From an optimization exercise on the open Yosys and OpenROAD flow, aimed at a short achievable clock period and few clock cycles per item; shortcuts taken in it are not production practice. Function was checked by simulation only, so behaviour that the tests miss may differ from the original. Power and IR drop assume default switching activity.

**flow/constraint.sdc**
```tcl
create_clock -name core_clock -period 9.0 [get_ports {clk}]
set_input_delay 1.8000 -clock core_clock [delete_from_list [all_inputs] [get_ports {clk}]]
set_output_delay 1.8000 -clock core_clock [all_outputs]
set_load 0.01 [all_outputs]
```
**flow/standard.sh**
```bash
#!/bin/bash
# synth_recipe.tcl (not shown) runs the flow's synth.tcl, then flattens the netlist and writes it again
# the make line also repeats each setting of config.mk as NAME=value (left out here)
make -C /OpenROAD-flow-scripts/flow DESIGN_CONFIG=/design/flow/config.mk WORK_HOME=/design/flow/orfs CLKGATE_MAP_FILE= SYNTH_SCRIPT=/design/flow/synth_recipe.tcl "${@:-finish}"
```
**flow/config.mk**
```make
export PLATFORM = sky130hd
export DESIGN_NAME = y86_decoder
export DESIGN_NICKNAME = y86_decoder
export VERILOG_FILES = /design/flow/design.v
export SDC_FILE = /design/flow/constraint.sdc
export NUM_CORES = 4
export LEC_CHECK = 0
export ABC_CLOCK_PERIOD_IN_PS = 3000
export CAP_MARGIN = 20
export CORE_MARGIN = 2
export CORE_UTILIZATION = 60
export PLACE_DENSITY = 0.7
export SLEW_MARGIN = 20
```
**flow/design.v**
```verilog
module y86_decode_one (
    input  wire [79:0] bytes,
    input  wire [3:0]  avail,
    output reg  [2:0]  outcome,      
    output wire [3:0]  icode,
    output wire [3:0]  ifun,
    output wire [3:0]  ra,
    output wire [3:0]  rb,
    output wire [63:0] valc,
    output reg  [3:0]  len,          
    output wire [79:0] raw,          
    output reg  [3:0]  fail_offset,
    output reg  [3:0]  fail_nbytes,
    output wire [71:0] fail_bytes    
);
    wire [7:0] b0 = bytes[7:0];
    wire [7:0] b1 = bytes[15:8];
    assign icode = b0[7:4];
    assign ifun  = b0[3:0];
    wire is2 = (icode == 4'h2), is3 = (icode == 4'h3), is4 = (icode == 4'h4),
         is5 = (icode == 4'h5), is6 = (icode == 4'h6), is7 = (icode == 4'h7),
         is8 = (icode == 4'h8), isA = (icode == 4'hA), isB = (icode == 4'hB);
    wire       need_reg  = is2 | is3 | is4 | is5 | is6 | isA | isB;
    wire       need_imm  = is3 | is4 | is5 | is7 | is8;
    wire [3:0] fnmax     = (is2 | is6 | is7) ? 4'd6 : 4'd0;
    wire       opcode_ok = (icode < 4'hC);
    wire [3:0] sel_a = b1[7:4];
    wire [3:0] sel_b = b1[3:0];
    wire       real_a = (sel_a != 4'hF);
    wire       real_b = (sel_b != 4'hF);
    wire slots_ok = is3        ? (!real_a &&  real_b) :
                    (isA | isB) ? ( real_a && !real_b) :
                                  ( real_a &&  real_b);
    assign ra = need_reg ? sel_a : 4'hF;
    assign rb = need_reg ? sel_b : 4'hF;
    wire [63:0] imm_at1 = bytes[71:8];
    wire [63:0] imm_at2 = bytes[79:16];
    assign valc = !need_imm ? 64'd0 : (need_reg ? imm_at2 : imm_at1);
    always @(*) begin
        len = 4'd1 + {3'd0, need_reg} + (need_imm ? 4'd8 : 4'd0);
    end
    always @(*) begin
        outcome     = 3'd0;
        fail_offset = 4'd0;
        fail_nbytes = 4'd1;
        if (avail == 4'd0) begin
            outcome     = 3'd1;
            fail_nbytes = 4'd0;
        end else if (!opcode_ok) begin
            outcome = 3'd2;
        end else if (ifun > fnmax) begin
            outcome = 3'd3;
        end else if (need_reg && avail < 4'd2) begin
            outcome     = 3'd5;
            fail_offset = 4'd1;
        end else if (need_reg && !slots_ok) begin
            outcome     = 3'd4;
            fail_offset = 4'd1;
            fail_nbytes = 4'd2;
        end else if (avail < len) begin
            outcome     = 3'd5;
            fail_offset = avail;
            fail_nbytes = avail;
        end
    end
    genvar i;
    generate
        for (i = 0; i < 10; i = i + 1) begin : g_raw
            assign raw[8*i +: 8] = (i < len) ? bytes[8*i +: 8] : 8'd0;
        end
        for (i = 0; i < 9; i = i + 1) begin : g_fail
            assign fail_bytes[8*i +: 8] = (i < fail_nbytes) ? bytes[8*i +: 8] : 8'd0;
        end
    endgenerate
endmodule
module y86_decoder (
    input  wire        clk,
    input  wire        rst,
    input  wire [63:0] start_addr,
    input  wire [63:0] stream_len,
    output wire        mem_req_valid,
    input  wire        mem_req_ready,
    output wire [60:0] mem_req_addr,
    input  wire        mem_resp_valid,
    input  wire [63:0] mem_resp_data,
    output wire        out_valid,
    input  wire        out_ready,
    output wire [63:0] out_addr,
    output wire [3:0]  out_icode,
    output wire [3:0]  out_ifun,
    output wire [3:0]  out_ra,
    output wire [3:0]  out_rb,
    output wire [63:0] out_valc,
    output wire [3:0]  out_len,
    output wire [79:0] out_bytes,
    output reg  [1:0]  status,       
    output reg  [2:0]  fail_reason,
    output reg  [3:0]  fail_offset,
    output reg  [3:0]  fail_nbytes,
    output reg  [71:0] fail_bytes,
    output reg  [63:0] stop_addr
);
    reg          rst_r;      
    reg  [63:0]  sa;         
    reg  [57:0]  nh;         
    reg  [5:0]   nl;         
    reg          ini;        
    reg          ini2;       
    reg  [57:0]  nh1;        
    reg  [57:0]  nh2;        
    reg          c_gt, c_eq, c_ge;    
    reg          empty;      
    reg  [60:0]  fw;         
    reg          rq_v;
    reg  [3:0]   nalloc;     
    reg  [2:0]   rp;         
    reg  [2:0]   ptw;        
    reg  [511:0] buff;       
    reg  [127:0] lc;         
    reg  [7:0]   ld;         
    reg  [63:0]  poh;        
    reg  [5:0]   pa;         
    reg  [7:0]   woh;        
    reg  [57:0]  hia;        
    reg          inc;        
    reg          vW;
    reg  [79:0]  win;
    reg  [3:0]   avW;
    reg  [63:0]  curW;
    reg          o_valid;
    reg  [63:0]  o_addr;
    reg  [3:0]   o_icode, o_ifun, o_ra, o_rb, o_len;
    reg  [63:0]  o_valc;
    reg  [79:0]  o_bytes;
    reg          sk_v;
    reg  [63:0]  s_addr;
    reg  [3:0]   s_icode, s_ifun, s_ra, s_rb, s_len;
    reg  [63:0]  s_valc;
    reg  [79:0]  s_bytes;
    reg          tpend;      
    reg          tend;       
    reg  [79:0]  tw_win;     
    reg  [3:0]   tw_av;      
    reg          done;
    wire [63:0] ok_v, wrp_v, nxt_oh, lc0_v, lc1_v;
    genvar i, j;
    generate
        for (i = 0; i < 64; i = i + 1) begin : g_pos
            wire [1:0] c    = lc[2*i +: 2];
            wire [3:0] ln   = (c == 2'd0) ? 4'd1 : (c == 2'd1) ? 4'd2 : (c == 2'd2) ? 4'd9 : 4'd10;
            wire [5:0] pos  = i;
            wire [4:0] last = {2'b00, pos[2:0]} + {1'b0, ln} - 5'd1;
            wire [2:0] w0   = pos[5:3];
            wire [6:0] nx   = {1'b0, pos} + {3'b000, ln};
            assign lc0_v[i] = c[0];
            assign lc1_v[i] = c[1];
            assign wrp_v[i] = nx[6];
            assign ok_v[i]  = ld[w0] && (last[4:3] == 2'd0 || ld[w0 + 3'd1]) &&
                              (last[4:3] != 2'd2 || ld[w0 + 3'd2]);
            assign nxt_oh[i] = (poh[(i + 63) % 64] && lc[2*((i + 63) % 64) +: 2] == 2'd0) ||
                               (poh[(i + 62) % 64] && lc[2*((i + 62) % 64) +: 2] == 2'd1) ||
                               (poh[(i + 55) % 64] && lc[2*((i + 55) % 64) +: 2] == 2'd2) ||
                               (poh[(i + 54) % 64] && lc[2*((i + 54) % 64) +: 2] == 2'd3);
        end
    endgenerate
    wire       adv  = !sk_v;                          
    wire       go   = adv && !rst_r && |(poh & ok_v);
    wire [1:0] lcur = {|(poh & lc1_v), |(poh & lc0_v)};
    wire [5:0] pa_n = pa + ((lcur == 2'd0) ? 6'd1 : (lcur == 2'd1) ? 6'd2 :
                            (lcur == 2'd2) ? 6'd9 : 6'd10);
    wire [57:0] hia1 = hia + 58'd1;
    wire [63:0] curA = {inc ? hia1 : hia, pa};
    wire        eq0  = inc ? (hia == nh1) : (hia == nh);
    wire        eq1  = inc ? (hia == nh2) : (hia == nh1);
    wire [6:0]  rem7 = {eq1, nl} - {1'b0, pa};
    wire [3:0]  avA  = empty ? 4'd0 :
                       (!eq0 && !eq1) ? 4'd10 :
                       (rem7 >= 7'd10) ? 4'd10 : rem7[3:0];
    wire [191:0] w3;
    generate
        for (j = 0; j < 192; j = j + 1) begin : g_w3
            wire [7:0] m;
            for (i = 0; i < 8; i = i + 1) begin : g_m
                assign m[i] = woh[i] && buff[64*((i + j / 64) % 8) + j % 64];
            end
            assign w3[j] = |m;
        end
    endgenerate
    wire [79:0] winA = w3[{pa[2:0], 3'b000} +: 80];
    wire [7:0]  woh_n;
    generate
        for (i = 0; i < 8; i = i + 1) begin : g_woh
            assign woh_n[i] = |nxt_oh[8*i +: 8];
        end
    endgenerate
    always @(posedge clk) begin
        if (rst_r) begin
            poh <= 64'd1 << start_addr[5:0];
            pa  <= start_addr[5:0];
            woh <= 8'd1 << start_addr[5:3];
            hia <= start_addr[63:6];
            inc <= 1'b0;
        end else begin
            if (inc)
                hia <= hia1;
            inc <= go && |(poh & wrp_v);
            if (go) begin
                poh <= nxt_oh;
                pa  <= pa_n;
                woh <= woh_n;
            end
        end
    end
    always @(posedge clk) begin
        rst_r <= rst;
        sa    <= start_addr;
        nh    <= stream_len[63:6];
        nl    <= stream_len[5:0];
        ini   <= rst;
        ini2  <= ini;
        if (ini) begin
            nh1  <= nh - 58'd1;
            nh2  <= nh - 58'd2;
            c_gt <= (sa[63:32] >  {nh[57:26]});
            c_eq <= (sa[63:32] == {nh[57:26]});
            c_ge <= (sa[31:0]  >= {nh[25:0], nl});
        end
        if (ini2)
            empty <= c_gt || (c_eq && c_ge);
    end
    wire       acc   = rq_v && mem_req_ready;
    wire [2:0] nfree = rst_r ? 3'd0 : pa[5:3] - ptw;
    wire [3:0] base  = nalloc - {1'b0, nfree};
    assign mem_req_valid = rq_v;
    assign mem_req_addr  = fw;
    wire [15:0] lcw;
    generate
        for (i = 0; i < 8; i = i + 1) begin : g_lcw
            wire [3:0] ic = mem_resp_data[8*i+4 +: 4];
            assign lcw[2*i +: 2] = ((ic == 4'h3) || (ic == 4'h4) || (ic == 4'h5)) ? 2'd3 :
                                   ((ic == 4'h7) || (ic == 4'h8))                 ? 2'd2 :
                                   ((ic == 4'h2) || (ic == 4'h6) ||
                                    (ic == 4'hA) || (ic == 4'hB))                 ? 2'd1 : 2'd0;
        end
        for (i = 0; i < 8; i = i + 1) begin : g_slot
            always @(posedge clk) begin
                if (mem_resp_valid && rp == i) begin
                    buff[64*i +: 64] <= mem_resp_data;
                    lc[16*i +: 16]   <= lcw;
                end
            end
        end
    endgenerate
    integer k;
    always @(posedge clk) begin
        if (rst) begin
            fw     <= start_addr[63:3];
            rq_v   <= 1'b1;
            nalloc <= 4'd1;
            rp     <= start_addr[5:3];
            ptw    <= start_addr[5:3];
            ld     <= 8'd0;
        end else begin
            if (acc)
                fw <= fw + 61'd1;
            if (rq_v && !acc) begin
                nalloc <= base;
            end else if (base[3] == 1'b0) begin
                rq_v   <= 1'b1;
                nalloc <= base + 4'd1;
            end else begin
                rq_v   <= 1'b0;
                nalloc <= base;
            end
            if (!rst_r)
                ptw <= pa[5:3];
            for (k = 0; k < 8; k = k + 1) begin
                if (((k[2:0] - ptw) < nfree))
                    ld[k] <= 1'b0;
                if (mem_resp_valid && rp == k[2:0])
                    ld[k] <= 1'b1;
            end
            if (mem_resp_valid)
                rp <= rp + 3'd1;
        end
    end
    wire [2:0]  dec_outcome;
    wire [3:0]  dec_icode, dec_ifun, dec_ra, dec_rb, dec_len;
    wire [63:0] dec_valc;
    wire [79:0] dec_raw;
    wire [2:0]  f_outcome;
    wire [3:0]  f_offset;
    wire [3:0]  f_nbytes;
    wire [71:0] f_bytes;
    y86_decode_one u_dec (
        .bytes       (win),
        .avail       (avW),
        .outcome     (dec_outcome),
        .icode       (dec_icode),
        .ifun        (dec_ifun),
        .ra          (dec_ra),
        .rb          (dec_rb),
        .valc        (dec_valc),
        .len         (dec_len),
        .raw         (dec_raw),
        .fail_offset (),
        .fail_nbytes (),
        .fail_bytes  ()
    );
    y86_decode_one u_fail (
        .bytes       (tw_win),
        .avail       (tw_av),
        .outcome     (f_outcome),
        .icode       (),
        .ifun        (),
        .ra          (),
        .rb          (),
        .valc        (),
        .len         (),
        .raw         (),
        .fail_offset (f_offset),
        .fail_nbytes (f_nbytes),
        .fail_bytes  (f_bytes)
    );
    wire live   = !tpend && !done;
    wire rec_v  = adv && vW && live && (dec_outcome == 3'd0);    
    wire term   = adv && vW && live && (dec_outcome != 3'd0);    
    wire o_free = !o_valid || out_ready;
    always @(posedge clk) begin
        if (rst) begin
            vW      <= 1'b0;
            o_valid <= 1'b0;
            sk_v    <= 1'b0;
            tpend   <= 1'b0;
            tend    <= 1'b0;
            done    <= 1'b0;
            status  <= 2'd0;
        end else begin
            if (adv)
                vW <= go;
            if (sk_v) begin
                if (o_free) begin
                    o_valid <= 1'b1;
                    sk_v    <= 1'b0;
                end
            end else begin
                if (o_free)
                    o_valid <= rec_v;
                else
                    sk_v    <= rec_v;
            end
            if (term)
                tend <= (dec_outcome == 3'd1);
            if (((term && dec_outcome == 3'd1) || tpend) && !sk_v && o_free) begin
                done   <= 1'b1;
                tpend  <= 1'b0;
                status <= (term || tend) ? 2'd1 : 2'd2;
            end else if (term) begin
                tpend  <= 1'b1;
            end
        end
    end
    always @(posedge clk) begin
        if (adv) begin
            win  <= winA;
            avW  <= avA;
            curW <= curA;
        end
        if (adv && vW && live) begin
            tw_win    <= win;
            tw_av     <= avW;
            stop_addr <= curW;
        end
        fail_reason <= f_outcome;
        fail_offset <= f_offset;
        fail_nbytes <= f_nbytes;
        fail_bytes  <= f_bytes;
        if (o_free) begin
            if (sk_v) begin
                o_addr  <= s_addr;
                o_icode <= s_icode;
                o_ifun  <= s_ifun;
                o_ra    <= s_ra;
                o_rb    <= s_rb;
                o_valc  <= s_valc;
                o_len   <= s_len;
                o_bytes <= s_bytes;
            end else begin
                o_addr  <= curW;
                o_icode <= dec_icode;
                o_ifun  <= dec_ifun;
                o_ra    <= dec_ra;
                o_rb    <= dec_rb;
                o_valc  <= dec_valc;
                o_len   <= dec_len;
                o_bytes <= dec_raw;
            end
        end
        if (!sk_v) begin
            s_addr  <= curW;
            s_icode <= dec_icode;
            s_ifun  <= dec_ifun;
            s_ra    <= dec_ra;
            s_rb    <= dec_rb;
            s_valc  <= dec_valc;
            s_len   <= dec_len;
            s_bytes <= dec_raw;
        end
    end
    assign out_valid = o_valid;
    assign out_addr  = o_addr;
    assign out_icode = o_icode;
    assign out_ifun  = o_ifun;
    assign out_ra    = o_ra;
    assign out_rb    = o_rb;
    assign out_valc  = o_valc;
    assign out_len   = o_len;
    assign out_bytes = o_bytes;
endmodule
```
**flow/flow/run.sh**
```bash
#!/bin/bash
set -euo pipefail
bash standard.sh SETUP_SLACK_MARGIN=5.8 finish > standard_flow.log 2>&1
```
==> results.ini, run 1 <==
[critical_path]
r2r_cells=7
path_class=reg -> out
cp_max_fo=1
crit_required_ps=7200
start_kind=flip-flop
arrival_ps=1590
setup.worst_path.end_class=output pin
regToRegSetupSlack_ps=5740
crit_chain=buf_2
r2r-start=woh[5]
reg2reg_to=win[60]
critPathBufInv=1
crit_path_top_delay_cell=edfxtp_1
startpoint=stop_addr[6]
cp_top_family=flip-flops
slowest_delay_ps=530

[floorplan]
start_util_pct=60.41
dieArea_um2=139200
ioPinCount=637
coreArea_um2=135300
rows=135
die_height_um=373.1
die_width_um=373.1

[sta]
hold_viol_final=0
timing.final.crit_period_ps=3387
drv_slew=0
clock_skew_ps=59.03
clock.fmax_mhz=295.3
rsz0062_at_grt=yes
worst_pin_slew_ps=1173
max_slew_margin_pct=21.09
setup_viol=0
period_share_pct=37.63
setup_ws_ps=5613
fin_setup_tns_ps=0

[placement]
gp_congestion=1.033
place_area_um2=89550
dp_slack_ps=4322
numPortBuffers=636
hpwl_um=199800

[power]
powerDensity_nw_per_um2=245.0
power_leakage_nw=35.13
peakVddDrop_mv=0.1931
power_mw=23.56

[drt]
drc_errors=0
drt-initial-drc-count=9347
postRouteAntennaNets=0
vias=60721
via_per_inst=6.670
post_drt_wl_per_cell_um=31.79
routed_wirelength_um=289400
first_pass_iters=7

[cts]
cts.sinks=1942
clock_path_buffers=3
cts_buffers=187
ctsHtreeMaxLevel=4
cts.clk_slew.worst_paths_ps=60
hold_buffers=0
cts_tree=done
clock_latency_ps=860
clock_tree.root_cell=clkbuf_16

[grt]
grt_use_total_pct=40.48
grt_first_pass_wirelength_um=407100
grt_max_degree=230
grt_pass1_vias=57040
grt-ovfl-total=0
antenna_found_initial=31

[worst_hold_path]
min_path_type=reg -> reg
hold_depth=1
whs_endpoint=fail_bytes[63]
hold_start=tw_win[63]

[synth]
netlist_top_cells_count=edfxtp_1, nand2_1, dfxtp_1
synth_cell_types=95
synth_area_leaders=edfxtp_1, dfxtp_1, a22oi_1, xnor2_1, nand2_1
yosysTopAreaCell=edfxtp_1
synth_cells=6460
syn_area_um2=81730
synth-seq-cells=1942
syn_area_per_cell_um2=12.65
yosysSeqAreaShare_pct=64.97
synth-edff-count=1421
yosys_warnings=2
synth_top_area_share_pct=52.21
ys.flop_type=edfxtp_1
async_flop_share_pct=0
synth.most_common_cell=edfxtp_1

[final_layout]
final_nets=7455
fin_util_pct=71.10
layout-drive-gt1-share_pct=17.90
area_growth_pct=17.69
design_area_um2=96190

[status]
status=complete, no violations

[flow_run]
max_cap_violations=0

==> timing repair <==
item                        CTS  global route
gates resized for setup    1954            88
setup endpoints to repair  1242           465
pin swaps                    13            21
buffers inserted             91            54
gates cloned                 12             8
==> metal layers <==
layer / wire length, um / track usage, %
met5: 122 / 0
met1: 105300 / 53.51
met2: 131600 / 61.85
met3: 34970 / 10.41
met4: 17420 / 21.33
==> power by group <==
group / switching [mW] / total [mW] / leakage [nW] / internal (mW)
logic: 2.37 / 3.78 / 13.9 / 1.41
registers: 0.871 / 11.6 / 18.1 / 10.7
clock network: 3.56 / 8.17 / 3.12 / 4.61
==> state kept, by name, summed over array words and instances, names as in the netlist, 8 cells and up <==
name	flops
curW	64
stop_addr	64
fail_bytes	72
s_bytes	80
s_addr	64
sa	64
nh1	58
hia	58
win	80
woh	8
lc	128
buff	512
nh2	58
s_valc	64
tw_win	72
o_valc	64
o_addr	64
poh	64
nh	58
o_bytes	80
fw	61
ld	8
==> layout by cell type, fill, tap and decap left out, types with 60 or more instances in the layout <==
| cell | n |
|---|---|
| edfxtp_1 | 1421 |
| nand2_1 | 585 |
| a22oi_1 | 511 |
| dfxtp_1 | 476 |
| buf_2 | 373 |
| nor2_1 | 372 |
| xnor2_1 | 268 |
| o21ai_0 | 235 |
| a21oi_1 | 216 |
| clkbuf_16 | 197 |
| nand4_1 | 194 |
| clkdlybuf4s50_1 | 194 |
| buf_4 | 173 |
| inv_1 | 166 |
| xor2_1 | 147 |
| mux2_2 | 141 |
| ha_1 | 117 |
| o22ai_1 | 111 |
| nand3_1 | 92 |
| buf_6 | 80 |
| nor3_1 | 77 |
| and2_1 | 72 |
| o31ai_1 | 65 |
| and4_1 | 60 |
==> through the flow <==
stage	hold WS, ps	instances
final	439.5	9103
after global routing	455.9	9091
after CTS	439.2	9020
after detailed placement	424.5	8563
after global placement	413.5	8561
after floorplan	411.7	6466
==> cell type report <==
class	instances	area (um2)
Timing Repair inverter	1	7.507
Inverter	175	674.4
Sequential cell	1942	53170
Clock buffer	244	5155
Multi-Input combinational cell	3982	27060
Fill cell	9254	39110
Tap cell	1781	2228
Clock inverter	110	1304
Antenna cell	21	52.55
Timing Repair Buffer	847	6544
==> worst max path at each step <==
stage                   endpoint  depth (start not counted)
floorplan              status[1]                          5
global placement       buff[167]                          4
detailed placement     buff[164]                          4
CTS                 stop_addr[6]                          1
global route        stop_addr[6]                          1
finish              stop_addr[6]                          1
==> cell families (layout without fill, tap and decap cells) <==
| group | count (synthesis) | after routing | share of synthesized area [%] |
|---|---|---|---|
| adders and majority gates | 122 | 122 | 1.904 |
| xor gates and xnor gates | 416 | 416 | 4.458 |
| muxes | 210 | 210 | 3.216 |
| other | 1 | 28 | 0.004588 |
| buffers and inverters | 554 | 1377 | 2.615 |
| and+or+nand+nor | 1774 | 1786 | 10.93 |
| AOI/OAI and AO/OA | 1441 | 1441 | 11.90 |
| DFF | 1942 | 1942 | 64.97 |
Testbench counts, summed over its fixed seeds: cycles 10,145, items 9,152.
==> inputs of run 2 (changes only) <==
--- a/flow/design.v
+++ b/flow/design.v
@@ -112,4 +112,5 @@
     reg          empty;      
     reg  [60:0]  fw;         
+    reg  [60:0]  fw_h;       
     reg          rq_v;
     reg  [3:0]   nalloc;     
@@ -133,4 +134,9 @@
     reg  [63:0]  o_valc;
     reg  [79:0]  o_bytes;
+    reg  [63:0]  h_addr;     
+    reg  [3:0]   h_icode, h_ifun, h_ra, h_rb, h_len;
+    reg  [63:0]  h_valc;
+    reg  [79:0]  h_bytes;
+    reg  [63:0]  stop_h;     
     reg          sk_v;
     reg  [63:0]  s_addr;
@@ -142,4 +148,8 @@
     reg  [79:0]  tw_win;     
     reg  [3:0]   tw_av;      
+    reg          tp2;        
+    reg  [2:0]   f_reason_r;
+    reg  [3:0]   f_offset_r, f_nbytes_r;
+    reg  [71:0]  f_bytes_r;
     reg          done;
     wire [63:0] ok_v, wrp_v, nxt_oh, lc0_v, lc1_v;
@@ -229,5 +239,7 @@
             empty <= c_gt || (c_eq && c_ge);
     end
-    wire       acc   = rq_v && mem_req_ready;
+    wire        acc   = rq_v && mem_req_ready;
+    wire [60:0] fw1   = fw_h + 61'd1;
+    wire [60:0] fw_n  = acc ? fw1 : fw_h;
     wire [2:0] nfree = rst_r ? 3'd0 : pa[5:3] - ptw;
     wire [3:0] base  = nalloc - {1'b0, nfree};
@@ -254,6 +266,7 @@
     integer k;
     always @(posedge clk) begin
+        fw <= rst ? start_addr[63:3] : fw_n;
+        fw_h <= rst ? start_addr[63:3] : (acc ? fw1 : fw);
         if (rst) begin
-            fw     <= start_addr[63:3];
             rq_v   <= 1'b1;
             nalloc <= 4'd1;
@@ -262,6 +275,4 @@
             ld     <= 8'd0;
         end else begin
-            if (acc)
-                fw <= fw + 61'd1;
             if (rq_v && !acc) begin
                 nalloc <= base;
@@ -327,4 +338,5 @@
     wire term   = adv && vW && live && (dec_outcome != 3'd0);    
     wire o_free = !o_valid || out_ready;
+    wire cap    = adv && vW && live;
     always @(posedge clk) begin
         if (rst) begin
@@ -333,4 +345,5 @@
             sk_v    <= 1'b0;
             tpend   <= 1'b0;
+            tp2     <= 1'b0;
             tend    <= 1'b0;
             done    <= 1'b0;
@@ -352,5 +365,6 @@
             if (term)
                 tend <= (dec_outcome == 3'd1);
-            if (((term && dec_outcome == 3'd1) || tpend) && !sk_v && o_free) begin
+            tp2 <= tpend;
+            if (((term && dec_outcome == 3'd1) || (tpend && (tend || tp2))) && !sk_v && o_free) begin
                 done   <= 1'b1;
                 tpend  <= 1'b0;
@@ -361,4 +375,12 @@
         end
     end
+    wire [63:0] n_addr  = sk_v ? s_addr  : curW;
+    wire [3:0]  n_icode = sk_v ? s_icode : dec_icode;
+    wire [3:0]  n_ifun  = sk_v ? s_ifun  : dec_ifun;
+    wire [3:0]  n_ra    = sk_v ? s_ra    : dec_ra;
+    wire [3:0]  n_rb    = sk_v ? s_rb    : dec_rb;
+    wire [63:0] n_valc  = sk_v ? s_valc  : dec_valc;
+    wire [3:0]  n_len   = sk_v ? s_len   : dec_len;
+    wire [79:0] n_bytes = sk_v ? s_bytes : dec_raw;
     always @(posedge clk) begin
         if (adv) begin
@@ -367,34 +389,34 @@
             curW <= curA;
         end
-        if (adv && vW && live) begin
+        if (cap) begin
             tw_win    <= win;
             tw_av     <= avW;
-            stop_addr <= curW;
-        end
-        fail_reason <= f_outcome;
-        fail_offset <= f_offset;
-        fail_nbytes <= f_nbytes;
-        fail_bytes  <= f_bytes;
-        if (o_free) begin
-            if (sk_v) begin
-                o_addr  <= s_addr;
-                o_icode <= s_icode;
-                o_ifun  <= s_ifun;
-                o_ra    <= s_ra;
-                o_rb    <= s_rb;
-                o_valc  <= s_valc;
-                o_len   <= s_len;
-                o_bytes <= s_bytes;
-            end else begin
-                o_addr  <= curW;
-                o_icode <= dec_icode;
-                o_ifun  <= dec_ifun;
-                o_ra    <= dec_ra;
-                o_rb    <= dec_rb;
-                o_valc  <= dec_valc;
-                o_len   <= dec_len;
-                o_bytes <= dec_raw;
-            end
         end
+        stop_addr <= cap ? curW : stop_h;
+        stop_h    <= cap ? curW : stop_addr;
+        f_reason_r  <= f_outcome;
+        f_offset_r  <= f_offset;
+        f_nbytes_r  <= f_nbytes;
+        f_bytes_r   <= f_bytes;
+        fail_reason <= f_reason_r;
+        fail_offset <= f_offset_r;
+        fail_nbytes <= f_nbytes_r;
+        fail_bytes  <= f_bytes_r;
+        h_addr  <= o_free ? n_addr  : o_addr;
+        h_icode <= o_free ? n_icode : o_icode;
+        h_ifun  <= o_free ? n_ifun  : o_ifun;
+        h_ra    <= o_free ? n_ra    : o_ra;
+        h_rb    <= o_free ? n_rb    : o_rb;
+        h_valc  <= o_free ? n_valc  : o_valc;
+        h_len   <= o_free ? n_len   : o_len;
+        h_bytes <= o_free ? n_bytes : o_bytes;
+        o_addr  <= o_free ? n_addr  : h_addr;
+        o_icode <= o_free ? n_icode : h_icode;
+        o_ifun  <= o_free ? n_ifun  : h_ifun;
+        o_ra    <= o_free ? n_ra    : h_ra;
+        o_rb    <= o_free ? n_rb    : h_rb;
+        o_valc  <= o_free ? n_valc  : h_valc;
+        o_len   <= o_free ? n_len   : h_len;
+        o_bytes <= o_free ? n_bytes : h_bytes;
         if (!sk_v) begin
             s_addr  <= curW;
==> flow/flow/run.sh (replaced) <==
#!/bin/bash
set -euo pipefail
bash standard.sh SETUP_SLACK_MARGIN=6.0 finish > standard_flow.log 2>&1
==> results.ini, run 2 <==
[critical_path]
setup.worst_path.end_class=output pin  ; unchanged
slowest_delay_ps=400  ; was 530 ps
arrival_ps=1390  ; was 1590 ps
crit_required_ps=7200  ; about the same
cp_max_fo=2  ; was 1
regToRegSetupSlack_ps=5820  ; was 5740 ps
r2r-start=poh[29]  ; was woh[5]
start_kind=flip-flop  ; unchanged
cp_top_family=flip-flops  ; unchanged
path_class=reg -> out  ; unchanged
reg2reg_to=pa[5]  ; was win[60]
critPathBufInv=1  ; unchanged
crit_path_top_delay_cell=dfxtp_4  ; was edfxtp_1
r2r_cells=14  ; was 7
crit_chain=buf_6  ; was buf_2

[synth]
synth_area_leaders=edfxtp_1, dfxtp_1, a22oi_1, nand2_1, xnor2_1  ; was edfxtp_1, dfxtp_1, a22oi_1, xnor2_1, nand2_1
syn_area_per_cell_um2=11.43  ; was 12.65 um2
yosys_warnings=2  ; unchanged
netlist_top_cells_count=dfxtp_1, edfxtp_1, nand2_1  ; was edfxtp_1, nand2_1, dfxtp_1
synth_top_area_share_pct=33.85  ; was 52.21%
synth-edff-count=1068  ; was 1,421
async_flop_share_pct=0  ; unchanged
yosysTopAreaCell=edfxtp_1  ; unchanged
synth-seq-cells=2379  ; was 1,942
synth.most_common_cell=dfxtp_1  ; was edfxtp_1
synth_cell_types=83  ; was 95
yosysSeqAreaShare_pct=61.55  ; was 64.97%
synth_cells=8290  ; was 6,460
syn_area_um2=94740  ; was 81,730 um2
ys.flop_type=dfxtp_1  ; was edfxtp_1

[sta]
rsz0062_at_grt=yes  ; unchanged
max_slew_margin_pct=26.32  ; was 21.09%
period_share_pct=35.43  ; was 37.63%
worst_pin_slew_ps=1105  ; was 1173 ps
drv_slew=0  ; unchanged
hold_viol_final=0  ; unchanged
fin_setup_tns_ps=0  ; unchanged
setup_viol=0  ; unchanged
clock.fmax_mhz=313.6  ; was 295.3 MHz
whs_ps=321.4  ; was 439.5 ps
clock_skew_ps=63.74  ; was 59.03 ps
timing.final.crit_period_ps=3189  ; was 3387 ps

[final_layout]
reg_top3=buff x512, lc x128  ; unchanged
fin_util_pct=73.72  ; was 71.10%
largest_reg_flops=512  ; unchanged
area_growth_pct=21.83  ; was 17.69%
layout-drive-gt1-share_pct=21.09  ; was 17.90%
mostFrequentLayoutCell=edfxtp_1  ; unchanged
final_cell_mix=edfxtp_1, nand2_1, dfxtp_1  ; was edfxtp_1, nand2_1, a22oi_1
fill_cells=10349  ; was 9,254
largest_register=buff  ; unchanged
final_nets=9294  ; was 7,455

[floorplan]
coreArea_um2=156600  ; was 135,300 um2
rows=145  ; was 135
die_width_um=401.4  ; was 373.1 um
start_util_pct=60.51  ; was 60.41%
die_height_um=401.4  ; was 373.1 um
ioPinCount=637  ; unchanged
dieArea_um2=161100  ; was 139,200 um2

[grt]
grt_first_pass_wirelength_um=462200  ; was 407,100 um
grt_max_degree=235  ; was 230
grt_use_total_pct=39.14  ; was 40.48%
antenna_found_initial=64  ; was 31
grt_pass1_vias=67540  ; was 57,040
grt-ovfl-total=0  ; unchanged

[power]
p_clk_share_pct=33.3  ; was 34.7%
seq_power_share_pct=47.6  ; was 49.3%
powerDensity_nw_per_um2=262.2  ; was 245.0 nW/um2
p_sw_mw=8.715  ; was 6.797 mW
p_sw_share_pct=28.79  ; was 28.84%
p_comb_share_pct=19.2  ; was 16.0%
peakVddDrop_mv=0.2329  ; was 0.1931 mV
power_leakage_nw=44.46  ; was 35.13 nW
p_int_mw=21.55  ; was 16.77 mW

[cts]
clock_latency_ps=880  ; was 860 ps
cts_buffers=226  ; was 187
clock_path_buffers=3  ; unchanged
cts.clk_slew.worst_paths_ps=70  ; was 60 ps
cts_tree=done  ; unchanged
clock_tree.root_cell=clkbuf_16  ; unchanged
ctsHtreeMaxLevel=4  ; unchanged
cts.sinks=2379  ; was 1,942

[flow_run]
max_cap_violations=0  ; unchanged

[drt]
first_pass_iters=8  ; was 7
drt-initial-drc-count=10717  ; was 9,347
drc_errors=0  ; unchanged
via_per_inst=6.475  ; was 6.670
vias=72917  ; was 60,721
postRouteAntennaNets=0  ; unchanged
routed_wirelength_um=330000  ; was 289,400 um
post_drt_wl_per_cell_um=29.30  ; was 31.79 um

[placement]
numPortBuffers=636  ; unchanged
gp_congestion=1.010  ; was 1.033
hpwl_um=224600  ; was 199,800 um

[worst_hold_path]
hold_depth=0  ; was 1
whs_endpoint=fail_offset[1]  ; was fail_bytes[63]
min_path_type=reg -> reg  ; unchanged
hold_start=f_offset_r[1]  ; was tw_win[63]

[status]
status=complete, no violations  ; unchanged

[run 2: worst max-delay path by stage]
stage	startpoint	endpoint	slack (ps)	cells past startpoint
finish	o_valid	out_valid	5810	1
global route	poh[29]	pa[5]	5720	14
CTS	o_valid	out_valid	5760	1
detailed placement	mem_resp_valid	buff[153]	4340	4
global placement	mem_resp_valid	buff[33]	4360	4
floorplan	mem_resp_valid	buff[448]	5610	2
[run 2: layout make-up]
class | instances | area, um2 | share of cell area (%)
inverters | 169 | 665.6 | 0.5767
repair buffers | 938 | 9822 | 8.510
well taps | 2058 | 2575 | 2.231
clock buffers | 326 | 6753 | 5.851
diodes | 26 | 65.06 | 0.05637
multi-input cells | 5261 | 35180 | 30.48
flip-flops and latches | 2379 | 59060 | 51.17
clock inverters | 105 | 1297 | 1.124
[run 2: metrics by stage]
step,total power [mW],instances,setup slack (ps),instance area [um2]
after floorplan,16.75,8296,5610,94930
after global placement,19.20,10553,4364,102600
after detailed placement,19.41,10553,4344,102600
after CTS,29.86,11136,5764,113500
after global routing,31.19,11250,5722,115400
final,30.27,11262,5811,115400
[run 2: repair_timing]
item	CTS	global route
gates cloned	17	15
endpoints found under the setup margin	1985	1125
gates resized for setup	2875	212
hold buffers	0	0
pin swaps	42	45
buffers inserted	135	85
[run 2: metal layers]
layer	global-route usage, %	wire, um	vias up
met5	0	229	-
met4	16.82	16160	36
met3	10.88	43250	823
met2	57.92	144300	4816
met1	54.17	126000	35526
li1	-	-	31716
[run 2: power by group through the flow]
stage,combinational [mW],sequential (mW),clock [mW]
global placement,4.90,14.3,0
detailed placement,5.06,14.4,0
global route,6.16,14.5,10.5
finish,5.81,14.4,10.1
CTS,5.44,14.3,10.1
floorplan,2.77,14.0,0
[run 2: kinds of logic after synthesis]
logic type                 Yosys count  synth area share (%)
and+or+nand+nor                   2426                 12.52
DFF                               2379                 61.55
AOI/OAI and AO/OA                 2011                 14.52
buffers and inverters              674                 2.686
xor gates and xnor gates           464                 4.290
muxes                              213                 2.781
adders and majority gates          122                 1.643
other                                1              0.003958
Testbench counts of run 2, summed over its fixed seeds: cycles 10,145, items 9,152.
==> inputs of run 3 (changes only) <==
--- a/flow/design.v
+++ b/flow/design.v
@@ -114,4 +114,5 @@
     reg  [60:0]  fw_h;       
     reg          rq_v;
+    reg          rq_i;       
     reg  [3:0]   nalloc;     
     reg  [2:0]   rp;         
@@ -130,4 +131,5 @@
     reg  [63:0]  curW;
     reg          o_valid;
+    reg          ov_i;       
     reg  [63:0]  o_addr;
     reg  [3:0]   o_icode, o_ifun, o_ra, o_rb, o_len;
@@ -239,5 +241,5 @@
             empty <= c_gt || (c_eq && c_ge);
     end
-    wire        acc   = rq_v && mem_req_ready;
+    wire        acc   = rq_i && mem_req_ready;
     wire [60:0] fw1   = fw_h + 61'd1;
     wire [60:0] fw_n  = acc ? fw1 : fw_h;
@@ -268,6 +270,7 @@
         fw <= rst ? start_addr[63:3] : fw_n;
         fw_h <= rst ? start_addr[63:3] : (acc ? fw1 : fw);
+        rq_v <= rst || (rq_i && !mem_req_ready) || !base[3];
+        rq_i <= rst || (rq_v && !mem_req_ready) || !base[3];
         if (rst) begin
-            rq_v   <= 1'b1;
             nalloc <= 4'd1;
             rp     <= start_addr[5:3];
@@ -275,13 +278,10 @@
             ld     <= 8'd0;
         end else begin
-            if (rq_v && !acc) begin
+            if (rq_i && !acc)
                 nalloc <= base;
-            end else if (base[3] == 1'b0) begin
-                rq_v   <= 1'b1;
+            else if (base[3] == 1'b0)
                 nalloc <= base + 4'd1;
-            end else begin
-                rq_v   <= 1'b0;
+            else
                 nalloc <= base;
-            end
             if (!rst_r)
                 ptw <= pa[5:3];
@@ -337,10 +337,19 @@
     wire rec_v  = adv && vW && live && (dec_outcome == 3'd0);    
     wire term   = adv && vW && live && (dec_outcome != 3'd0);    
-    wire o_free = !o_valid || out_ready;
+    wire o_free = !ov_i || out_ready;
     wire cap    = adv && vW && live;
     always @(posedge clk) begin
         if (rst) begin
-            vW      <= 1'b0;
             o_valid <= 1'b0;
+            ov_i    <= 1'b0;
+        end else if (o_free) begin
+            o_valid <= sk_v || rec_v;
+            ov_i    <= sk_v || rec_v;
+        end else begin
+            o_valid <= ov_i;
+            ov_i    <= o_valid;
+        end
+        if (rst) begin
+            vW      <= 1'b0;
             sk_v    <= 1'b0;
             tpend   <= 1'b0;
@@ -353,13 +362,8 @@
                 vW <= go;
             if (sk_v) begin
-                if (o_free) begin
-                    o_valid <= 1'b1;
-                    sk_v    <= 1'b0;
-                end
-            end else begin
                 if (o_free)
-                    o_valid <= rec_v;
-                else
-                    sk_v    <= rec_v;
+                    sk_v <= 1'b0;
+            end else if (!o_free) begin
+                sk_v <= rec_v;
             end
             if (term)
==> results.ini, run 3 <==
[power]
p_int_mw=21.82  ; was 21.55 mW
powerDensity_nw_per_um2=268.5  ; was 262.2 nW/um2
p_sw_share_pct=29.59  ; was 28.79%
peakVddDrop_mv=0.2056  ; was 0.2329 mV
p_sw_mw=9.169  ; was 8.715 mW
p_comb_share_pct=20.5  ; was 19.2%
p_clk_share_pct=31.5  ; was 33.3%
seq_power_share_pct=48.0  ; was 47.6%
power_leakage_nw=44.24  ; was 44.46 nW

[final_layout]
final_nets=9216  ; was 9,294
largest_reg_flops=512  ; unchanged
fill_cells=10613  ; was 10,349
reg_top3=buff x512, lc x128  ; unchanged
mostFrequentLayoutCell=edfxtp_1  ; unchanged
largest_register=buff  ; unchanged
fin_cells=11185  ; was 11,262
area_growth_pct=21.03  ; was 21.83%
final_cell_mix=edfxtp_1, nand2_1, dfxtp_1  ; unchanged
layout-drive-gt1-share_pct=21.13  ; was 21.09%

[grt]
antenna_found_initial=60  ; was 64
grt_max_degree=137  ; was 235
grt_use_total_pct=40.28  ; was 39.14%
grt_pass1_vias=69043  ; was 67,540
grt-ovfl-total=0  ; unchanged
grt_first_pass_wirelength_um=475800  ; was 462,200 um

[cts]
clock_tree.root_cell=clkbuf_16  ; unchanged
cts.sinks=2381  ; was 2,379
clock_path_buffers=3  ; unchanged
cts.clk_slew.worst_paths_ps=70  ; about the same
ctsHtreeMaxLevel=4  ; unchanged
cts_buffers=226  ; unchanged
cts_tree=done  ; unchanged
clock_latency_ps=880  ; about the same

[drt]
drc_errors=0  ; unchanged
postRouteAntennaNets=0  ; unchanged
drt-initial-drc-count=10664  ; was 10,717
first_pass_iters=9  ; was 8
post_drt_wl_per_cell_um=30.13  ; was 29.30 um
vias=73012  ; was 72,917
via_per_inst=6.528  ; was 6.475
routed_wirelength_um=337000  ; was 330,000 um

[synth]
syn_area_per_cell_um2=11.53  ; was 11.43 um2
yosys.area_share.simple_pct=12.58  ; was 12.52%
synthXorXnorAreaFrac_pct=4.271  ; was 4.290%
synth_cell_types=86  ; was 83
synth-seq-cells=2381  ; was 2,379
synth_cells=8268  ; was 8,290
yosysSeqAreaShare_pct=61.20  ; was 61.55%
synth_top_area_share_pct=33.63  ; was 33.85%
ys.flop_type=dfxtp_1  ; unchanged
synth_fa_ha_area_share_pct=1.632  ; was 1.643%
synth_top_family_by_area=compound AO/OA/AOI/OAI gates  ; unchanged
synth_area_leaders=edfxtp_1, dfxtp_1, a22oi_1, nand2_1, xnor2_1  ; unchanged
netlist_top_cells_count=dfxtp_1, edfxtp_1, nand2_1  ; unchanged
synth_compound_area_share_pct=14.00  ; was 14.52%
syn_area_um2=95360  ; was 94,740 um2
async_flop_share_pct=0  ; unchanged
synth.area.mux_share_pct=3.561  ; was 2.781%
yosysTopAreaCell=edfxtp_1  ; unchanged
yosys_warnings=2  ; unchanged
synth.most_common_cell=dfxtp_1  ; unchanged
synth-edff-count=1068  ; unchanged

[critical_path]
setup.worst_path.end_class=output pin  ; unchanged
regToRegSetupSlack_ps=5890  ; was 5820 ps
slowest_delay_ps=440  ; was 400 ps
path_class=reg -> out  ; unchanged
cp_top_family=flip-flops  ; unchanged
crit_required_ps=7200  ; about the same
crit_path_top_delay_cell=dfxtp_4  ; unchanged
critPathBufInv=1  ; unchanged
cp_max_fo=2  ; unchanged
crit_chain=buf_6  ; unchanged
start_kind=flip-flop  ; unchanged
arrival_ps=1480  ; was 1390 ps

[sta]
hold_viol_final=0  ; unchanged
clock_skew_ps=90.27  ; was 63.74 ps
fin_setup_tns_ps=0  ; unchanged
setup_viol=0  ; unchanged
clock.fmax_mhz=305.0  ; was 313.6 MHz
drv_slew=0  ; unchanged
rsz0062_at_grt=yes  ; unchanged
timing.final.crit_period_ps=3279  ; was 3189 ps
period_share_pct=36.43  ; was 35.43%
max_slew_margin_pct=13.08  ; was 26.32%
worst_pin_slew_ps=1295  ; was 1105 ps

[floorplan]
dieArea_um2=162100  ; was 161,100 um2
coreArea_um2=158000  ; was 156,600 um2
die_height_um=402.7  ; was 401.4 um
start_util_pct=60.35  ; was 60.51%
ioPinCount=637  ; unchanged
rows=146  ; was 145
die_width_um=402.7  ; was 401.4 um

[placement]
hpwl_um=227700  ; was 224,600 um
numPortBuffers=636  ; unchanged
place_inst=10540  ; was 10,553
gp_congestion=1.047  ; was 1.010

[status]
status=complete, no violations  ; unchanged

[worst_hold_path]
min_path_type=reg -> reg  ; unchanged

[flow_run]
max_cap_violations=0  ; unchanged

## run 3: cell types whose count changed after synthesis, sizes merged, moves of 20 or more
cell    delta
mux2i     +67
a21oi     -50
o21ai     -47
nor2      -35
nand2     -24
a211oi    -23
and4      +23
nand4     -20
## run 3: metrics by stage
stage | instance area [um2] | hold slack [ps] | power [mW] | setup slack, ps | utilization, %
2_1_floorplan | 95580 | 309.6 | 17.37 | 5610 | -
3_3_place_gp | 103200 | 311.0 | 20.17 | 4309 | 65.34
3_5_place_dp | 103200 | 312.1 | 20.41 | 4297 | 65.34
4_1_cts | 114000 | 312.3 | 30.66 | 5714 | 72.12
5_1_grt | 115400 | 319.5 | 32.01 | 5707 | 73.02
6_report | 115400 | 312.3 | 30.98 | 5721 | 73.04
## run 3: worst register-to-register path, delay by kind of cell, from the launching register on
family	cells	cell delay, ps
flip-flops	1	740
AO/OA/AOI/OAI	3	780
multiplexers	1	310
AND/OR/NAND/NOR	2	570
buffers and inverters	1	430
## run 3: kinds of logic (layout without fill, tap and decap cells)
kind of cell               after synthesis  after routing
adders and majority gates              122            122
xor gates and xnor gates               465            465
muxes                                  281            281
buffers and inverters                  687           1490
DFF                                   2381           2381
AOI/OAI and AO/OA                     1923           1924
other                                    1             25
and+or+nand+nor                       2408           2425
## run 3: path summary, 6_finish.rpt
path                               startpoint                to  cells after the start
worst max register to register         woh[0]           win[45]                      7
worst max-delay path                   fw[53]  mem_req_addr[53]                      1
worst min-delay path            f_bytes_r[17]    fail_bytes[17]                      0
worst min register to register  f_bytes_r[17]    fail_bytes[17]                      0
## run 3: layout make-up
type	instances	area (um2)	share of cell area, %
Antenna cell	18	45.04	0.03903
Timing Repair Buffer	887	9259	8.023
Tap cell	2072	2592	2.246
Multi-Input combinational cell	5224	35920	31.12
Clock buffer	308	6340	5.493
Inverter	177	740.7	0.6418
Sequential cell	2381	59130	51.23
Clock inverter	118	1385	1.200
## run 3: timing repair
action,CTS,global route
buffers inserted,109,62
pin swaps,35,46
resized for setup,2944,184
cloned,21,7
setup endpoints to repair,1995,1114
hold buffers,0,0
## run 3: routing by layer
layer	wire length [um]	GRT usage, %
met1	129400	54.89
met2	143000	58.22
met3	46470	14.16
met4	17490	17.69
met5	639	0
## run 3: power groups by stage
stage | clock (mW) | combinational, mW | sequential, mW
floorplan | 0 | 3.05 | 14.3
global placement | 0 | 5.47 | 14.7
detailed placement | 0 | 5.65 | 14.8
CTS | 9.79 | 6.06 | 14.8
global route | 10.2 | 6.76 | 15.0
finish | 9.76 | 6.35 | 14.9
Testbench counts of run 3, summed over its fixed seeds: cycles 10,145, items 9,152.
==> inputs of run 4 (changes only) <==
--- a/flow/design.v
+++ b/flow/design.v
@@ -270,6 +270,6 @@
         fw <= rst ? start_addr[63:3] : fw_n;
         fw_h <= rst ? start_addr[63:3] : (acc ? fw1 : fw);
-        rq_v <= rst || (rq_i && !mem_req_ready) || !base[3];
-        rq_i <= rst || (rq_v && !mem_req_ready) || !base[3];
+        rq_v <= rst || (rq_i && !mem_req_ready) || (!base[3] && !done);
+        rq_i <= rst || (rq_v && !mem_req_ready) || (!base[3] && !done);
         if (rst) begin
             nalloc <= 4'd1;
@@ -280,5 +280,5 @@
             if (rq_i && !acc)
                 nalloc <= base;
-            else if (base[3] == 1'b0)
+            else if (base[3] == 1'b0 && !done)
                 nalloc <= base + 4'd1;
             else
==> results.ini, run 4 <==
[placement]
dp_slack_ps=4385  ; was 4297 ps
place_area_um2=102700  ; was 103,200 um2
hpwl_um=222900  ; was 227,700 um
gp_congestion=1.049  ; was 1.047
numPortBuffers=636  ; unchanged

[floorplan]
die_width_um=401.8  ; was 402.7 um
start_util_pct=60.57  ; was 60.35%
ioPinCount=637  ; unchanged
rows=145  ; was 146
coreArea_um2=156800  ; was 158,000 um2
dieArea_um2=161400  ; was 162,100 um2
die_height_um=401.8  ; was 402.7 um

[cts]
clock_latency_ps=880  ; about the same
clock_path_buffers=3  ; unchanged
clock_tree.root_cell=clkbuf_16  ; unchanged
cts_tree=done  ; unchanged
cts_buffers=225  ; was 226
hold_buffers=0  ; unchanged
ctsHtreeMaxLevel=4  ; unchanged
cts.sinks=2381  ; unchanged
cts.clk_slew.worst_paths_ps=60  ; was 70 ps

[drt]
post_drt_wl_per_cell_um=29.46  ; was 30.13 um
first_pass_iters=10  ; was 9
vias=73107  ; was 73,012
via_per_inst=6.523  ; was 6.528
routed_wirelength_um=330200  ; was 337,000 um
drc_errors=0  ; unchanged
drt-initial-drc-count=10849  ; was 10,664
postRouteAntennaNets=0  ; unchanged

[final_layout]
fill_cells=10446  ; was 10,613
reg_top3=buff x512, lc x128  ; unchanged
area_growth_pct=21.04  ; was 21.03%
final_nets=9252  ; was 9,216
design_area_um2=114900  ; was 115,400 um2
mostFrequentLayoutCell=edfxtp_1  ; unchanged
largest_reg_flops=512  ; unchanged
layout-drive-gt1-share_pct=20.64  ; was 21.13%
final_cell_mix=edfxtp_1, nand2_1, dfxtp_1  ; unchanged
fin_util_pct=73.32  ; was 73.04%
largest_register=buff  ; unchanged

[power]
peakVddDrop_mv=0.2068  ; was 0.2056 mV
power_mw=30.92  ; was 30.98 mW
power_leakage_nw=44.17  ; was 44.24 nW
powerDensity_nw_per_um2=269.0  ; was 268.5 nW/um2

[status]
status=complete, no violations  ; unchanged

[synth]
synth_top_family_by_area=compound AO/OA/AOI/OAI gates  ; unchanged
yosys_warnings=2  ; unchanged
yosysTopAreaCell=edfxtp_1  ; unchanged
synth-edff-count=1068  ; unchanged
yosys.area_share.simple_pct=12.61  ; was 12.58%
synth_area_leaders=edfxtp_1, dfxtp_1, a22oi_1, nand2_1, o21a_1  ; was edfxtp_1, dfxtp_1, a22oi_1, nand2_1, xnor2_1
yosysSeqAreaShare_pct=61.46  ; was 61.20%
synth_cell_types=97  ; was 86
syn_area_um2=94940  ; was 95,360 um2
synth.most_common_cell=dfxtp_1  ; unchanged
synth-seq-cells=2381  ; unchanged
synth_fa_ha_area_share_pct=1.639  ; was 1.632%
synth_compound_area_share_pct=14.50  ; was 14.00%
netlist_top_cells_count=dfxtp_1, edfxtp_1, nand2_1  ; unchanged
syn_area_per_cell_um2=11.45  ; was 11.53 um2
synth.area.mux_share_pct=2.748  ; was 3.561%
async_flop_share_pct=0  ; unchanged
synthXorXnorAreaFrac_pct=4.290  ; was 4.271%
synth_top_area_share_pct=33.78  ; was 33.63%
ys.flop_type=dfxtp_1  ; unchanged
synth_cells=8291  ; was 8,268

[grt]
grt-ovfl-total=0  ; unchanged
antenna_found_initial=34  ; was 60
grt_max_degree=262  ; was 137
grt_use_total_pct=39.37  ; was 40.28%
grt_first_pass_wirelength_um=467400  ; was 475,800 um
grt_pass1_vias=68753  ; was 69,043

[critical_path]
crit_required_ps=7200  ; about the same
critPathBufInv=1  ; unchanged
regToRegSetupSlack_ps=5890  ; about the same
arrival_ps=1390  ; was 1480 ps
start_kind=flip-flop  ; unchanged
setup.worst_path.end_class=output pin  ; unchanged
crit_path_top_delay_cell=dfxtp_4  ; unchanged
cp_top_family=flip-flops  ; unchanged
crit_chain=buf_6  ; unchanged
cp_max_fo=2  ; unchanged
path_class=reg -> out  ; unchanged
slowest_delay_ps=390  ; was 440 ps

[sta]
clock_skew_ps=87.68  ; was 90.27 ps
worst_pin_slew_ps=1196  ; was 1295 ps
rsz0062_at_grt=yes  ; unchanged
drv_slew=0  ; unchanged
clock.fmax_mhz=313.9  ; was 305.0 MHz
setup_viol=0  ; unchanged
timing.final.crit_period_ps=3185  ; was 3279 ps
hold_viol_final=0  ; unchanged
setup_ws_ps=5815  ; was 5721 ps
max_slew_margin_pct=19.53  ; was 13.08%
fin_setup_tns_ps=0  ; unchanged
period_share_pct=35.39  ; was 36.43%

[flow_run]
max_cap_violations=0  ; unchanged

[worst_hold_path]
min_path_type=reg -> reg  ; unchanged

[run 4: cell types whose count changed after synthesis, moves of 12 or more]
| cell | change |
|---|---|
| xor2_1 | +72 |
| mux2i_1 | -64 |
| o211ai_1 | -13 |
| a211oi_1 | +16 |
| nor3_1 | -15 |
| and2_1 | -24 |
| o21ai_0 | +48 |
| nor2_1 | +52 |
| a21oi_1 | +58 |
| clkbuf_1 | -12 |
| nor2b_1 | +22 |
| xnor2_1 | -72 |
| and4_1 | -29 |
[run 4: metrics by stage]
| step | hold WS (ps) | instances |
|---|---|---|
| finish | 318.4 | 11207 |
| global route | 329.3 | 11194 |
| CTS | 321.1 | 11092 |
| detailed placement | 312.1 | 10541 |
| global placement | 311.5 | 10541 |
| floorplan | 309.6 | 8297 |
[run 4: logic make-up (layout without fill, tap and decap cells)]
family / count (synthesis) / count (layout)
xor+xnor: 465 / 465
flops: 2381 / 2381
compound gates: 2010 / 2010
mux: 211 / 211
buf+inv: 682 / 1498
simple gates: 2419 / 2439
fa+ha+maj: 122 / 122
other cells: 1 / 23
[run 4: layout make-up]
class	instances	area, um2	area share (%)
Timing Repair Buffer	896	9323	8.112
Multi-Input combinational cell	5254	35240	30.67
Inverter	174	720.7	0.6271
Timing Repair inverter	1	7.507	0.006532
Tap cell	2058	2575	2.241
Antenna cell	16	40.04	0.03484
Sequential cell	2381	59180	51.50
Clock buffer	299	6342	5.519
Clock inverter	128	1488	1.295
[run 4: what timing repair did]
action,CTS,global route
pin swaps,34,38
gates resized for setup,2882,208
buffers inserted,105,93
cloned,19,6
setup endpoints to repair,1782,871
endpoints found under the hold margin,0,0
[run 4: metal layers]
metal | global-route usage (%) | wire length, um | vias to the layer above
met4 | 17.79 | 17410 | 8
met5 | 0.6542 | 191 | -
met2 | 57.85 | 142900 | 4919
li1 | - | - | 31601
met3 | 10.06 | 41430 | 847
met1 | 55.05 | 128200 | 35732
[run 4: path summary, 6_finish.rpt]
check                start  cells past startpoint             end
max reg2reg        poh[44]                      8         poh[14]
max              o_addr[1]                      1     out_addr[1]
min reg2reg  f_bytes_r[36]                      0  fail_bytes[36]
min          f_bytes_r[36]                      0  fail_bytes[36]
[run 4: power breakdown]
group	switching, mW	internal, mW	leakage, nW
Combinational	3.34	2.85	19.3
Clock	4.26	5.60	3.83
Sequential	1.49	13.4	21.0
Testbench counts of run 4, summed over its fixed seeds: cycles 10,145, items 9,152.

what the ideal ports hide:
The flow's constraints put no driver on any port. The routed layouts listed below were extracted and timed again, unchanged, in two steps. Step 1 assumes that a clkbuf_16 drives the clock port and a buf_2 every other input. Step 2 times the ports against the registers' clock, not the clock port: input delays grow and output delays shrink by t, the midpoint of the rising clock arrivals with the driver on. Slacks: no drivers / after step 1 / after step 2; pairs: no drivers / after step 1.
run | t, ns | slack for setup (ns) | hold WS [ns] | worst setup path at the end | slew at the worst register clock pin (ns)
run 1 | 0.913 | 5.613 / 5.530 / 4.816 | 0.439 / 0.439 / 0.439 | input to register | 0.07 / 0.07
run 2 | 0.933 | 5.811 / 5.722 / 5.055 | 0.321 / 0.321 / 0.321 | input to register | 0.07 / 0.07
run 3 | 0.933 | 5.721 / 5.629 / 4.960 | 0.312 / 0.312 / 0.312 | input to register | 0.07 / 0.07
run 4 | 0.931 | 5.815 / 5.724 / 5.056 | 0.318 / 0.318 / 0.318 | input to register | 0.07 / 0.07
After both steps every run listed still meets setup and hold. The setup slack of run 1, which loses most, moves by -0.083 ns with the drivers and by -0.797 ns with both steps.
